This is an optimization exercise on Yosys and OpenROAD, whose aim is small area, not a production implementation. Function was checked by simulation only, so behaviour that the tests miss may differ from the original. Power is estimated from default activity; no workload was simulated.

### flow/design.v
module marlin_codec (
    input  wire        clk,
    input  wire        rst,
    input  wire        rx_valid,
    input  wire [7:0]  rx_byte,
    output wire        rx_result,
    output reg  [3:0]  rx_status,
    output wire [1:0]  msg_kind,
    output wire [15:0] msg_addr,
    output wire [7:0]  msg_bytelen,
    input  wire [7:0]  msg_idx,
    output wire [15:0] msg_word,
    input  wire        tx_req_valid,
    output wire        tx_req_ready,
    input  wire [1:0]  tx_cmd,
    input  wire [15:0] tx_addr,
    input  wire [1:0]  tx_ptype,
    input  wire [31:0] tx_data,
    input  wire        tx_wide,
    input  wire        tx_signed,
    input  wire [8:0]  tx_text_len,
    output wire [7:0]  txt_idx,
    input  wire [7:0]  txt_byte,
    output wire        tx_out_valid,
    input  wire        tx_out_ready,
    output reg  [7:0]  tx_out_byte,
    output reg  [1:0]  tx_status
);
    localparam [7:0] H1     = 8'h5A;
    localparam [7:0] H2     = 8'hA5;
    localparam [7:0] OK0    = 8'h4F;
    localparam [7:0] OK1    = 8'h4B;
    localparam [3:0] ST_IDLE         = 4'd0;
    localparam [3:0] ST_ACCUM        = 4'd1;
    localparam [3:0] ST_NOISE        = 4'd2;
    localparam [3:0] ST_DROP_HEADER  = 4'd3;
    localparam [3:0] ST_DROP_LENGTH  = 4'd4;
    localparam [3:0] ST_ACK          = 4'd5;
    localparam [3:0] ST_DROP_FIELDS  = 4'd6;
    localparam [3:0] ST_DROP_COMMAND = 4'd7;
    localparam [3:0] ST_MSG          = 4'd8;
    localparam [1:0] CL_WRITE = 2'd0;    
    localparam [1:0] CL_RVAR  = 2'd1;
    localparam [1:0] CL_RREG  = 2'd2;
    localparam [1:0] CL_OTHER = 2'd3;
    localparam [1:0] TS_IDLE   = 2'd0;
    localparam [1:0] TS_SENT   = 2'd1;
    localparam [1:0] TS_NOOP   = 2'd2;
    localparam [1:0] TS_REJECT = 2'd3;
    localparam [1:0] CMD_WREG = 2'd0;
    localparam [1:0] CMD_RREG = 2'd1;
    localparam [1:0] CMD_WVAR = 2'd2;
    localparam [1:0] CMD_RVAR = 2'd3;
    localparam [1:0] P_NONE = 2'd0;
    localparam [1:0] P_BYTE = 2'd1;
    localparam [1:0] P_INT  = 2'd2;
    localparam [1:0] P_TEXT = 2'd3;
    reg [6:0] rx_off;      
    reg       h2_ok;       
    reg [6:0] rx_len;      
    reg [1:0] rx_cls;      
    reg [7:0] rx_b4;       
    reg [7:0] rx_b5;       
    reg       fit_ok;      
    reg [7:0] store [0:63];
    wire msg_on = rx_status[3];
    wire [1:0] cls_in = (rx_byte == 8'h80 || rx_byte == 8'h82) ? CL_WRITE :
                        (rx_byte == 8'h83) ? CL_RVAR :
                        (rx_byte == 8'h81) ? CL_RREG : CL_OTHER;
    wire [1:0] cls_now = (rx_off == 7'd3) ? cls_in : rx_cls;
    wire at_end = (rx_off == {rx_len} + 7'd2);
    wire bl_rreg = (rx_cls == CL_RREG) && (rx_off == 7'd5);
    wire bl_rvar = (rx_cls == CL_RVAR) && (rx_off == 7'd6);
    wire [6:0] lim_rreg = rx_len - 7'd3;
    wire [6:0] lim_rvar = (rx_len - 7'd4) & 7'h7E;
    wire fit_now = bl_rvar ? (rx_byte <= {1'b0, lim_rvar}) : (rx_byte <= {1'b0, lim_rreg});
    wire bl_here = bl_rreg || bl_rvar;
    wire fit = bl_here ? fit_now : fit_ok;
    wire is_ack = (rx_off == 7'd5) && (rx_b4 == OK0) && (rx_byte == OK1);
    wire [6:0] q_rreg = rx_off - 7'd6;
    wire [6:0] q_rvar = rx_off - 7'd7;
    wire [5:0] widx = (rx_cls == CL_RVAR) ? {q_rvar[0], q_rvar[5:1]} : q_rreg[5:0];
    wire       wen  = rx_valid && (rx_off >= 7'd6);
    integer m;
    always @(posedge clk) begin
        for (m = 0; m < 64; m = m + 1)
            if (wen && widx == m)
                store[m] <= rx_byte;
        if (rx_valid) begin
            if (rx_off == 7'd1) h2_ok <= (rx_byte == H2);
            if (rx_off == 7'd2) rx_len <= rx_byte[6:0];
            if (rx_off == 7'd3) rx_cls <= cls_in;
            if (rx_off == 7'd4) rx_b4 <= rx_byte;
            if (rx_off == 7'd5) rx_b5 <= rx_byte;
            if (rx_off == 7'd2) fit_ok <= 1'b0;
            else if (bl_here) fit_ok <= fit_now;
        end
    end
    always @(posedge clk) begin
        if (rst) begin
            rx_off    <= 7'd0;
            rx_status <= ST_IDLE;
        end else if (rx_valid) begin
            if (rx_off == 7'd0 && rx_byte != H1) begin
                rx_status <= ST_NOISE;
            end else if (rx_off == 7'd2) begin
                if (!h2_ok) begin
                    rx_status <= ST_DROP_HEADER;
                    rx_off    <= 7'd0;
                end else if (rx_byte == 8'd0 || rx_byte > 8'd67) begin
                    rx_status <= ST_DROP_LENGTH;
                    rx_off    <= 7'd0;
                end else begin
                    rx_status <= ST_ACCUM;
                    rx_off    <= 7'd3;
                end
            end else if (rx_off >= 7'd3 && at_end) begin
                rx_off <= 7'd0;
                case (cls_now)
                    CL_WRITE: rx_status <= is_ack ? ST_ACK : ST_DROP_FIELDS;
                    CL_RVAR,
                    CL_RREG:  rx_status <= fit ? ST_MSG : ST_DROP_FIELDS;
                    default:  rx_status <= ST_DROP_COMMAND;
                endcase
            end else begin
                rx_status <= ST_ACCUM;
                rx_off    <= rx_off + 7'd1;
            end
        end
    end
    assign rx_result = msg_on;
    wire is_rvar = (rx_cls == CL_RVAR);
    assign msg_kind    = msg_on ? rx_cls : 2'd0;
    assign msg_addr    = !msg_on ? 16'h0000 : is_rvar ? {rx_b4, rx_b5} : {8'h00, rx_b4};
    wire [7:0] bl      = is_rvar ? store[63] : rx_b5;
    assign msg_bytelen = msg_on ? bl : 8'h00;
    wire [8:0] idx_cmp = is_rvar ? {msg_idx, 1'b0} : {1'b0, msg_idx};
    wire       ent_on  = msg_on && (idx_cmp < {1'b0, bl});
    wire [7:0] lo32    = store[{1'b0, msg_idx[4:0]}];
    wire [7:0] hi32    = store[{1'b1, msg_idx[4:0]}];
    wire [7:0] w_hi    = is_rvar ? lo32 : 8'h00;
    wire [7:0] w_lo    = (is_rvar || msg_idx[5]) ? hi32 : lo32;
    assign msg_word    = ent_on ? {w_hi, w_lo} : 16'h0000;
    reg        tx_busy;
    reg [8:0]  tx_pos;       
    reg [7:0]  tx_len;       
    reg        tx_is_wvar;
    reg        tx_is_text;
    reg        tx_is_byte;
    reg [15:0] tx_addr_q;
    reg [31:0] tx_data_q;
    assign tx_req_ready = !tx_busy;
    assign tx_out_valid = tx_busy;
    assign txt_idx      = tx_pos[7:0] - 8'd6;
    wire req_illegal = (tx_cmd == CMD_RREG) || (tx_cmd == CMD_RVAR) ||
                       (tx_cmd == CMD_WREG && tx_addr[15:8] != 8'h00) ||
                       (tx_cmd == CMD_WREG && tx_ptype == P_TEXT) ||
                       (tx_ptype == P_TEXT && tx_text_len > 9'd252);
    wire req_noop    = (tx_ptype == P_TEXT) && (tx_text_len == 9'd0);
    wire req_long = tx_wide && (!tx_signed || !tx_data[31]) && (tx_data[31:16] != 16'h0000);
    reg [7:0] req_len;
    always @* begin
        if (tx_cmd == CMD_WREG) begin
            req_len = (tx_ptype == P_NONE) ? 8'd2 : 8'd3;
        end else begin
            case (tx_ptype)
                P_NONE:  req_len = 8'd3;
                P_BYTE:  req_len = 8'd5;
                P_INT:   req_len = req_long ? 8'd7 : 8'd5;
                default: req_len = 8'd3 + tx_text_len[7:0];
            endcase
        end
    end
    wire tx_long = !tx_is_text && (tx_len[2:0] == 3'd7);
    always @* begin
        case (tx_pos)
            9'd0: tx_out_byte = H1;
            9'd1: tx_out_byte = H2;
            9'd2: tx_out_byte = tx_len;
            9'd3: tx_out_byte = {6'b100000, tx_is_wvar, 1'b0};
            9'd4: tx_out_byte = tx_is_wvar ? tx_addr_q[15:8] : tx_addr_q[7:0];
            9'd5: tx_out_byte = tx_is_wvar ? tx_addr_q[7:0] : tx_data_q[7:0];
            default: begin
                if (tx_is_text)
                    tx_out_byte = txt_byte;
                else if (tx_is_byte)
                    tx_out_byte = (tx_pos[0] == 1'b0) ? tx_data_q[7:0] : 8'h00;
                else if (tx_long) begin
                    case (tx_pos[1:0])
                        2'd2:    tx_out_byte = tx_data_q[31:24];
                        2'd3:    tx_out_byte = tx_data_q[23:16];
                        2'd0:    tx_out_byte = tx_data_q[15:8];
                        default: tx_out_byte = tx_data_q[7:0];
                    endcase
                end else
                    tx_out_byte = (tx_pos[0] == 1'b0) ? tx_data_q[15:8] : tx_data_q[7:0];
            end
        endcase
    end
    wire req_go = !tx_busy && tx_req_valid && !req_illegal && !req_noop;
    always @(posedge clk) begin
        if (req_go) begin
            tx_pos     <= 9'd0;
            tx_len     <= req_len;
            tx_is_wvar <= (tx_cmd == CMD_WVAR);
            tx_is_text <= (tx_ptype == P_TEXT);
            tx_is_byte <= (tx_ptype == P_BYTE);
            tx_addr_q  <= tx_addr;
            tx_data_q  <= tx_data;
        end else if (tx_busy && tx_out_ready) begin
            tx_pos <= tx_pos + 9'd1;
        end
    end
    always @(posedge clk) begin
        if (rst) begin
            tx_busy   <= 1'b0;
            tx_status <= TS_IDLE;
        end else if (!tx_busy) begin
            if (tx_req_valid) begin
                if (req_illegal)
                    tx_status <= TS_REJECT;
                else if (req_noop)
                    tx_status <= TS_NOOP;
                else
                    tx_busy <= 1'b1;
            end
        end else if (tx_out_ready && tx_pos == {1'b0, tx_len} + 9'd2) begin
            tx_busy   <= 1'b0;
            tx_status <= TS_SENT;
        end
    end
endmodule
### flow/run.sh
#!/bin/bash
# synth_recipe.tcl (not shown) runs the flow's synth.tcl, then flattens the netlist and writes it again
# the make line also repeats each setting of config.mk as NAME=value (left out here)
make -C /OpenROAD-flow-scripts/flow DESIGN_CONFIG=/design/flow/config.mk WORK_HOME=/design/flow/orfs CLKGATE_MAP_FILE= SYNTH_SCRIPT=/design/flow/synth_recipe.tcl finish
### flow/config.mk
export PLATFORM = sky130hd
export DESIGN_NAME = marlin_codec
export DESIGN_NICKNAME = marlin_codec
export VERILOG_FILES = /design/flow/design.v
export SDC_FILE = /design/flow/constraint.sdc
export NUM_CORES = 4
export LEC_CHECK = 0
export CAP_MARGIN = 20
export CORE_MARGIN = 2
export CORE_UTILIZATION = 30
export PLACE_DENSITY = 0.35
export SLEW_MARGIN = 20
### flow/constraint.sdc
create_clock -name core_clock -period 20.0 [get_ports {clk}]
set_input_delay 4.0000 -clock core_clock [delete_from_list [all_inputs] [get_ports {clk}]]
set_output_delay 4.0000 -clock core_clock [all_outputs]
set_load 0.01 [all_outputs]
==> summary.txt <==
[critical path, cell delays in order]
cell	delay [ps]
clkdlybuf4s50_1	450
buf_4	380
nor2_4	200
buf_4	350
and3_1	270
a2111oi_0	660
nand4_1	310
o32ai_1	1040
a211oi_1	220
clkdlybuf4s50_1	540
[worst paths after layout]
kind	slack [ps]	depth (start not counted)	startpoint	end
max	7520	10	msg_idx[0]	msg_word[7]
max reg2reg	16010	7	rx_off[2]$_SDFFE_PP0P_	store[17][4]$_DFFE_PP_
min reg2reg	460	2	rx_status[0]$_SDFFE_PP0P_	rx_status[0]$_SDFFE_PP0P_
min	460	2	rx_status[0]$_SDFFE_PP0P_	rx_status[0]$_SDFFE_PP0P_
[layout by cell type (no fill, tap or decap), types with 12 or more instances in the layout]
cell type        Yosys  layout
nand2_1            123     123
clkinv_2             0      15
xor2_1              18      18
edfxtp_1           598     598
ha_1                47      47
nor3_1              31      29
a221oi_1            22      22
a2111oi_0           68      60
and3_1             204     204
nand3_1             66      66
or3_1               14      14
o21ai_0             17      17
inv_1               29      29
xnor2_1             25      25
dfxtp_1             23      23
nor2_2               4      34
clkbuf_16            0      74
a22oi_1             70      70
a211oi_1            14      13
nand3b_1            22      22
nor4_1              12      12
and2_1              16      15
clkinv_1             2      19
nand4_1             49      49
a21oi_1             47      47
a222oi_1            15      15
clkdlybuf4s50_1      0     150
nor2_1             164     133
nor2b_1             21      18
buf_4                5     105
o22ai_1             12      12
[Yosys cell counts, types with 12 or more instances]
| library cell | count | area (um2) |
|---|---|---|
| clkbuf_1 | 74 | 278 |
| edfxtp_1 | 598 | 18000 |
| o22ai_1 | 12 | 75.1 |
| nor2b_1 | 21 | 131 |
| inv_1 | 29 | 109 |
| and3_1 | 204 | 1280 |
| a2111oi_0 | 68 | 596 |
| a221oi_1 | 22 | 193 |
| a211oi_1 | 14 | 105 |
| a222oi_1 | 15 | 150 |
| dfxtp_1 | 23 | 460 |
| nand3_1 | 66 | 330 |
| nor3_1 | 31 | 155 |
| xnor2_1 | 25 | 219 |
| nand4_1 | 49 | 307 |
| ha_1 | 47 | 588 |
| or3_1 | 14 | 87.6 |
| xor2_1 | 18 | 158 |
| buf_2 | 21 | 105 |
| nor4_1 | 12 | 75.1 |
| nand2_1 | 123 | 462 |
| and2_1 | 16 | 100 |
| nand3b_1 | 22 | 165 |
| a22oi_1 | 70 | 526 |
| o21ai_0 | 17 | 85.1 |
| nor2_1 | 164 | 616 |
| a21oi_1 | 47 | 235 |
[cells by family (layout without fill, tap and decap cells)]
| family | after synthesis | in the layout | share of synthesized area, % |
|---|---|---|---|
| AND/OR/NAND/NOR | 781 | 781 | 15.5 |
| other | 0 | 1 | 0 |
| buffers and inverters | 150 | 420 | 2.53 |
| AO/OA/AOI/OAI | 365 | 365 | 10.3 |
| adder cells (fa/ha/maj) | 47 | 47 | 2.16 |
| flip-flops | 621 | 621 | 67.7 |
| XOR/XNOR | 43 | 43 | 1.38 |
| multiplexers | 12 | 12 | 0.446 |
[report_power, final]
part	leakage [nW]	internal [mW]	switching, mW
sequential	5.57	1.44	0.0199
clock	1.12	0.738	0.561
combinational	4.72	0.118	0.222
total	11.4	2.30	0.802
[cell type report]
| type | instances | area, um2 |
|---|---|---|
| multi-input cells | 1248 | 8270 |
| diodes | 1 | 2.50 |
| repair buffers | 258 | 2300 |
| fillers | 8827 | 57200 |
| inverters | 31 | 116 |
| clock buffers | 87 | 1920 |
| clock inverters | 44 | 349 |
| flip-flops and latches | 621 | 18400 |
| well taps | 1176 | 1470 |
[per-stage QoR]
step                      hold slack, ps  setup slack (ps)  cell area (um2)  util, %  total power, mW
after floorplan                      476             10030            27200        -             1.66
after global placement               455              7530            30500     33.9             1.83
after detailed placement             450              7620            30600     34.0             1.83
after CTS                            468              7580            32800     36.5             3.13
after global routing                 507              7460            32800     36.5             3.20
final                                462              7520            32800     36.5             3.10
[state kept, by name, summed over array words and instances (netlist names), 2 cells and up]
name       cells
store        512
tx_data_q     32
tx_len         8
tx_status      2
tx_pos         9
rx_len         7
rx_b5          8
rx_b4          8
rx_cls         2
rx_status      4
rx_off         7
tx_addr_q     16
[layer usage]
metal	part of all wire, %	track usage (%)	vias to the layer above	wire length (um)
li1	-	-	8406	-
met1	44	33.1	10200	50400
met2	48	40.7	678	55900
met3	5.3	3.40	149	6080
met4	2.5	6.51	0	2910
met5	0	0	-	0
==> flow_metrics.py <==
metrics = {
    "cts": {
        "cts_sinks": 621,
        "numCtsBuffers": 74,
        "cts.reportedPaths.clkPinSlew_ps": 60,
        "postCtsSetupBuffers": 0,
        "clk_path_buf_depth": 3,
        "ctsHoldBuffers": 0,
        "tritoncts": "built",
        "clk_latency_ps": 640,
        "cts-resized-gates": 0,
        "htreeDepth": 3,
        "cts_root_buf": "clkbuf_16",
    },
    "drt": {
        "wl_mm": 115,
        "first_pass_iters": 6,
        "drt-initial-drc-count": 2096,
        "vias": 19400,
        "ant_nets": 0,
        "routed_via_density": 5.60,
        "wl_per_cell_um": 33.3,
        "route.detailed.drc": 0,
    },
    "sta": {
        "fin_crit_ps": 12480,
        "fin_skew_ps": 16.8,
        "fin_tns_setup_ps": 0,
        "rsz0062_at_grt": "false",
        "slew_violations": 0,
        "setup_violations": 0,
        "worstMarginPinSlew_ps": 1210,
        "hold_viol": 0,
        "fin_crit_sh_pct": 62.4,
        "slew_headroom_pct": 17.5,
        "fmax_mhz": 80.1,
    },
    "power": {
        "power_density_nw_per_um2": 94.4,
        "leakagePower_nw": 11.4,
        "vdd_drop_max_v": 0.0000489,
    },
    "min_path": {
        "worstHoldPathType": "reg2reg",
    },
    "critical_path": {
        "endpoint_kind": "output port",
        "arrival_ps": 8480,
        "critPathKind": "in2out",
        "crit_fanout": 46,
        "startpoint_type": "input port",
        "worstPathRequired_ps": 16000,
    },
    "floorplan": {
        "dieArea_um2": 93100,
        "pin_count": 159,
        "fp-row-count": 110,
        "fp.dieH_um": 305,
        "design.core.area_um2": 90000,
        "die_w_um": 305,
        "initial_utilization_pct": 30.2,
    },
    "logic_synthesis": {
        "syn-cell-area_um2": 27200,
        "synth_edf_count": 598,
        "ys_async_sr_fraction_pct": 0,
        "seq_area_frac_synth_pct": 67.7,
        "ys_seq_elements": 621,
        "synthCells": 2019,
        "yosysUniqueCellTypes": 82,
        "postSynthAreaPerCell_um2": 13.5,
        "synthFlopType": "edfxtp_1",
        "syn_nets": 2158,
        "yosysWarningCount": 2,
    },
    "place": {
        "dp.cells": 3334,
        "hpwl_mm": 78.4,
        "place.gp.congestion": 0.871,
        "port_buffers": 158,
    },
    "grt": {
        "grt_pass1_wl_mm": 158,
        "antenna_found_initial": 9,
        "gr-total-overflow": 0,
        "groute.usage.overall_pct": 24.3,
        "grt_max_degree": 76,
        "first_global_vias": 19200,
    },
    "run": {
        "drv_cap": 0,
    },
    "finish": {
        "instances_no_fill": 3466,
        "drive_above_1_share_pct": 12.4,
        "areaGrowthSynthToFinish_pct": 20.7,
        "nNetsFinal": 2373,
    },
    "outcome": {
        "status": "no timing/DRC/antenna violations",
    },
}

## afterwards: timing with drivers on the ports
Ports are ideal in the flow. The routed layout listed here was re-timed in OpenROAD.
Step 1 sets driving cells, clkbuf_16 on the clock port and buf_2 on the other inputs (assumed; they add their load-dependent delay and slew).
Step 2, shift: input delay + t, output delay - t, t = (earliest + latest rising clock arrival at the registers) / 2. This alone moves slack from input paths to output paths.
a / b / c = ideal / step 1 / step 2; a / b = the first two.
shift t [ns]: 0.702
setup WS [ns]: 7.522 / 7.496 / 7.496
hold slack, ns: 0.462 / 0.462 / 0.462
worst setup path after step 2: input to output
After both steps this run still meets setup and hold. The setup slack of this run moves by -0.026 ns with the drivers and by -0.026 ns with both steps.
